This design comes from an exercise in tuning for small area, a short achievable clock period and few clock cycles per item on the open sky130 flow, not from production work.
Function was checked by simulation only, so behaviour that the tests miss may differ from the original.
No activity file was given, so power comes from the tool's default toggle rates.

File: design/flow/run.sh
#!/bin/bash
# synth_recipe.tcl (not shown) runs the flow's synth.tcl, then flattens the netlist and writes it again
# the make line also repeats each setting of config.mk as NAME=value (left out here)
make -C /OpenROAD-flow-scripts/flow DESIGN_CONFIG=/design/flow/config.mk WORK_HOME=/design/flow/orfs CLKGATE_MAP_FILE= SYNTH_SCRIPT=/design/flow/synth_recipe.tcl finish
File: design/flow/config.mk
export PLATFORM = sky130hd
export DESIGN_NAME = lzw_enc
export DESIGN_NICKNAME = lzw_enc
export VERILOG_FILES = /design/flow/design.v
export SDC_FILE = /design/flow/constraint.sdc
export NUM_CORES = 4
export LEC_CHECK = 0
export CAP_MARGIN = 20
export CORE_MARGIN = 2
export CORE_UTILIZATION = 40
export SLEW_MARGIN = 20
File: design/flow/constraint.sdc
create_clock -name core_clock -period 10.0 [get_ports {clk}]
set_input_delay 2.0000 -clock core_clock [delete_from_list [all_inputs] [get_ports {clk}]]
set_output_delay 2.0000 -clock core_clock [all_outputs]
set_load 0.01 [all_outputs]
File: design/flow/design.v
module lzw_enc (
    input  wire        clk,
    input  wire        rst,             
    input  wire        in_valid,
    output wire        in_ready,
    input  wire [7:0]  in_data,
    input  wire        in_last,         
    output reg         out_valid,
    input  wire        out_ready,
    output reg  [11:0] out_code,
    output reg         out_last,        
    output reg  [15:0] out_dict_size    
);
    localparam integer DICT_MAX = 512;
    localparam integer NDYN     = DICT_MAX - 256;    
    localparam integer CW       = 9;                 
    reg [CW-1:0] ent_prefix [0:NDYN-1];
    reg [7:0]    ent_byte   [0:NDYN-1];
    reg [NDYN-1:0] ent_valid;
    reg          ins;            
    reg [9:0]    next_code;      
    reg [CW-1:0] cur;            
    reg          have_cur;       
    reg          fin_pending;    
    wire out_free = !out_valid || out_ready;
    assign in_ready = out_free && !fin_pending;
    wire accept = in_valid && in_ready;
    reg         hit;
    reg [7:0]   hit_idx;
    integer     k;
    always @(*) begin
        hit     = 1'b0;
        hit_idx = 8'd0;
        for (k = 0; k < NDYN; k = k + 1) begin
            if (ent_valid[k] && ent_prefix[k] == cur && ent_byte[k] == in_data) begin
                hit     = 1'b1;
                hit_idx = k[7:0];
            end
        end
    end
    wire [9:0] alloc_idx = next_code - 10'd256;
    always @(*) begin
        ins = !rst && !fin_pending && accept && have_cur && !hit && next_code < DICT_MAX;
    end
    genvar g;
    generate
        for (g = 0; g < NDYN; g = g + 1) begin : g_ent
            always @(posedge clk) begin
                if (ins && alloc_idx[7:0] == g) begin
                    ent_prefix[g] <= cur;
                    ent_byte[g]   <= in_data;
                end
            end
        end
    endgenerate
    always @(posedge clk) begin
        if (rst) begin
            out_valid     <= 1'b0;
            out_code      <= 12'd0;
            out_last      <= 1'b0;
            out_dict_size <= 16'd0;
            ent_valid     <= {NDYN{1'b0}};
            next_code     <= 10'd256;
            cur           <= {CW{1'b0}};
            have_cur      <= 1'b0;
            fin_pending   <= 1'b0;
        end else begin
            if (out_valid && out_ready)
                out_valid <= 1'b0;
            if (fin_pending && out_free) begin
                out_valid     <= 1'b1;
                out_code      <= {3'd0, cur};
                out_last      <= 1'b1;
                out_dict_size <= {6'd0, next_code};
                fin_pending   <= 1'b0;
                have_cur      <= 1'b0;
                next_code     <= 10'd256;
                ent_valid     <= {NDYN{1'b0}};
            end else if (accept) begin
                if (!have_cur) begin
                    if (in_last) begin
                        out_valid     <= 1'b1;
                        out_code      <= {4'd0, in_data};
                        out_last      <= 1'b1;
                        out_dict_size <= 16'd256;
                    end else begin
                        cur      <= {1'b0, in_data};
                        have_cur <= 1'b1;
                    end
                end else if (hit) begin
                    if (in_last) begin
                        out_valid     <= 1'b1;
                        out_code      <= {3'd0, 1'b1, hit_idx};
                        out_last      <= 1'b1;
                        out_dict_size <= {6'd0, next_code};
                        have_cur      <= 1'b0;
                        next_code     <= 10'd256;
                        ent_valid     <= {NDYN{1'b0}};
                    end else begin
                        cur <= {1'b1, hit_idx};
                    end
                end else begin
                    out_valid     <= 1'b1;
                    out_code      <= {3'd0, cur};
                    out_last      <= 1'b0;
                    out_dict_size <= 16'd0;
                    if (next_code < DICT_MAX) begin
                        ent_valid[alloc_idx[7:0]] <= 1'b1;
                        next_code                 <= next_code + 10'd1;
                    end
                    cur <= {1'b0, in_data};
                    if (in_last)
                        fin_pending <= 1'b1;
                end
            end
        end
    end
endmodule
==> flow_summary.yaml <==
place:
  placer_s_final_routability_congestion_estimate: 0.940
  placement.cell_area_um2: 208000
  numPortBuffers: 34
  detailedPlacementHpwl_mm: 336
setup_path:
  worstPathRequired_ns: 10.66
  path_class: "input pin to register"
  worstPathMaxFanout: 41
  cp-start-kind: "input pin"
  cp-end-kind: "register"
  cp.arrival_ns: 8.89
layout:
  final_core_utilization_pct: 45.4
  layout.cells.most_common_list: "sky130_fd_sc_hd__edfxtp_1 (4352), sky130_fd_sc_hd__xnor2_1 (3336), sky130_fd_sc_hd__nand4_1 (1085)"
  fill_cells: 43200
  synthToLayoutAreaGrowth_pct: 13.0
  final_layout_size_suffix_gt1_share_pct: 10.9
  num-nets-final: 13500
  finalInstanceArea_um2: 224000
  layout.cells.most_common: "sky130_fd_sc_hd__edfxtp_1"
synthesis:
  synth_area_um2: 198000
  synth_area_per_cell_um2: 15.3
  postSynth.asyncResetShare_pct: 0
  yosys_register_bits: 4650
  post_synth_inst_count: 12900
  count_of_different_cell_masters_after_synthesis: 78
  ys_seq_area_share_pct: 68.9
  yosys_warnings: 3
  ys.flop_type: "sky130_fd_sc_hd__edfxtp_1"
  synth_enable_flop_cells: 4352
clock_network:
  clk_pin_slew_worst_paths_ns: 0.06
  clock-root-buffer: "sky130_fd_sc_hd__clkbuf_16"
  clk_latency_ns: 1.06
  post_cts_hold_buffer_count: 0
  tritoncts_clock_tree: "yes"
  cts_resized: 0
  clkSinkCount: 4650
  cts_inserted_buffers: 472
  max-clock-path-buffers: 4
  cts_setup_buffers: 0
  htreeDepth: 5
grt:
  grt_pass1_wl_mm: 774
  grt_util_all_layers_pct: 21.1
  grt_max_degree: 88
  initial_antenna_violation_count: 41
  grt_overflow: 0
  via_count_of_the_first_global_routing_pass: 103000
floorplanning:
  floorplan.initialDensity_pct: 40.2
  die_height_um: 708
  rows: 258
  coreArea_um2: 494000
  die_width_um: 708
  io_pins: 44
  dieArea_um2: 501000
routing:
  drt_first_pass_iters: 8
  wire_per_inst_um: 26.5
  detail_route.vias_per_cell: 5.28
  postRouteWirelength_mm: 541
  initialDrtViolationCount: 12500
  detail_route.drc_violations: 0
  antenna_violating_nets_post_route: 0
  vias: 108000
timing:
  fin_crit_ns: 8.23
  finalSetupViolCount: 0
  finalMaxSlewViolations: 0
  final.period_utilization_pct: 82.3
  max_slew.worst_pin.slew_ns: 1.31
  achievable-frequency_mhz: 122
  timing_hold_violations_final: 0
  setup-tns-final_ns: 0
  fin_skew_ns: 0.105
  slew-limit-headroom_pct: 12.0
  grt_setup_unrepaired: "false"
flow_run:
  timing.max_cap.violations: 0
hold_path:
  min-delay-path-class: "register to register"
run_status:
  run_status: "no timing/DRC/antenna violations"
power:
  power.leakage_nw: 70.5
  pwr_density_cell_nw_per_um2: 186
  peakVddDrop_mv: 0.205
[logic make-up after synthesis]
| group | Yosys count | share of synthesized area [%] |
|---|---|---|
| flip-flops | 4650 | 68.9 |
| XOR/XNOR | 4367 | 19.3 |
| AND/OR/NAND/NOR | 2699 | 7.29 |
| buffers and inverters | 670 | 2.89 |
| AO/OA/AOI/OAI | 525 | 1.57 |
| adder cells (fa/ha/maj) | 6 | 0.0379 |
| multiplexers | 4 | 0.0240 |
| other | 1 | 0.00189 |
[flip-flops by register name, summed over array words and instances, names as in the netlist]
name / count
out_valid: 1
out_last: 1
have_cur: 1
ent_prefix: 2304
out_code: 9
out_dict_size: 10
cur: 9
next_code: 10
ent_valid: 256
fin_pending: 1
ent_byte: 2048
[per-stage QoR]
step | total power, mW | hold slack, ns | cells | setup WS [ns]
after floorplan | 23.6 | 0.429 | 12900 | 1.81
after global placement | 24.4 | 0.447 | 19500 | 0.569
after detailed placement | 24.4 | 0.456 | 19500 | 0.770
after CTS | 42.1 | 0.472 | 20400 | 1.84
after global routing | 43.0 | 0.492 | 20400 | 1.59
final | 41.8 | 0.471 | 20500 | 1.77
[synthesized netlist by cell type, drive strengths merged (5+ instances only)]
master | n | share of area (%)
edfxtp | 4352 | 66
xnor2 | 3336 | 15
nand4 | 1089 | 3.4
xor2 | 1031 | 4.6
nor2 | 688 | 1.3
buf | 543 | 2.7
dfxtp | 298 | 3.0
a21oi | 292 | 0.74
nor3 | 287 | 0.73
nor4 | 285 | 0.96
nand2 | 203 | 0.38
clkbuf | 78 | 0.15
o21ai | 68 | 0.17
inv | 49 | 0.093
nand3 | 37 | 0.093
a31oi | 28 | 0.088
and2 | 24 | 0.076
nand2b | 23 | 0.073
a21boi | 16 | 0.061
nor2b | 16 | 0.050
o211ai | 14 | 0.053
a211oi | 11 | 0.042
and3 | 11 | 0.035
a22oi | 9 | 0.034
and4 | 9 | 0.040
a311oi | 8 | 0.035
a41oi | 8 | 0.035
o2111ai | 8 | 0.035
a2111oi | 7 | 0.031
a31o | 7 | 0.031
ha | 6 | 0.038
nor4b | 5 | 0.025
o21bai | 5 | 0.019
o31ai | 5 | 0.019
or2 | 5 | 0.016
or3 | 5 | 0.016
[metal layers]
metal | wire (µm) | share of wire, % | vias to the layer above | track usage [%]
met2 | 245000 | 45 | 3944 | 32.9
met4 | 17200 | 3.2 | 6 | 6.14
met5 | 41 | 0.0076 | - | 0
met1 | 238000 | 44 | 55000 | 30.4
met3 | 40400 | 7.5 | 767 | 3.55
li1 | - | - | 48300 | -
[cell type report]
cell class / count / area, µm² / share of cell area, %
clock inverters: 223 / 2340 / 1.04
diodes: 14 / 35.0 / 0.0156
flip-flops and latches: 4650 / 137000 / 61.0
multi-input cells: 7610 / 56200 / 25.1
clock buffers: 669 / 13400 / 5.96
well taps: 6500 / 8130 / 3.63
repair buffers: 739 / 7220 / 3.22
inverters: 49 / 184 / 0.0821
[final timing paths]
kind                               startpoint  slack (ns)              end  cells past startpoint
worst max register to register         cur[0]        2.25  ent_byte[11][4]                     16
worst min-delay path            ent_valid[83]        0.47    ent_valid[83]                      2
worst min register to register  ent_valid[83]        0.47    ent_valid[83]                      2
worst max-delay path               in_data[4]        1.77  ent_byte[11][4]                     19
[power breakdown]
part,switching (mW),total (mW),internal (mW)
sequential,0.0872,21.4,21.3
clock,7.59,17.8,10.2
combinational,1.65,2.56,0.906
[critical path, cell delays in order]
cell                      delay (ns)
sky130_fd_sc_hd__buf_8          0.38
sky130_fd_sc_hd__buf_12         0.35
sky130_fd_sc_hd__buf_12         0.25
sky130_fd_sc_hd__buf_4          0.27
sky130_fd_sc_hd__xnor2_1        0.11
sky130_fd_sc_hd__nand4_1        0.10
sky130_fd_sc_hd__nor3_1         0.06
sky130_fd_sc_hd__nand4_1        0.21
sky130_fd_sc_hd__nand4_1        0.19
sky130_fd_sc_hd__nor4_1         0.82
sky130_fd_sc_hd__nand4_1        0.57
sky130_fd_sc_hd__nor4_4         0.51
sky130_fd_sc_hd__nand4_2        0.40
sky130_fd_sc_hd__or2_1          0.50
sky130_fd_sc_hd__nor2_1         0.25
sky130_fd_sc_hd__nand2_1        0.60
sky130_fd_sc_hd__buf_4          0.48
sky130_fd_sc_hd__nor2_1         0.31
sky130_fd_sc_hd__buf_4          0.29
Testbench counts, summed over its fixed seeds: cycles 136,086, bytes 136,035.

[afterwards: timing with drivers on the ports]
The results above use ideal ports. As a check the final layout listed here was re-extracted and re-timed, cells and wires unchanged. Step 1, drivers: a clkbuf_16 drives clk and a buf_2 each remaining input, both assumed. Step 2 also shifts input and output timing later by t, the mid clock arrival at the registers, as if the neighbouring blocks saw the same clock. Three values: no drivers, after step 1, after step 2; two values: the first two.
shift t [ns]: 1.127
slack for setup (ns): 1.770 / 1.823 / 0.696
hold WS [ns]: 0.471 / 0.471 / 0.471
After both steps this run still meets setup and hold. The setup slack of this run moves by +0.053 ns with the drivers and by -1.074 ns with both steps.
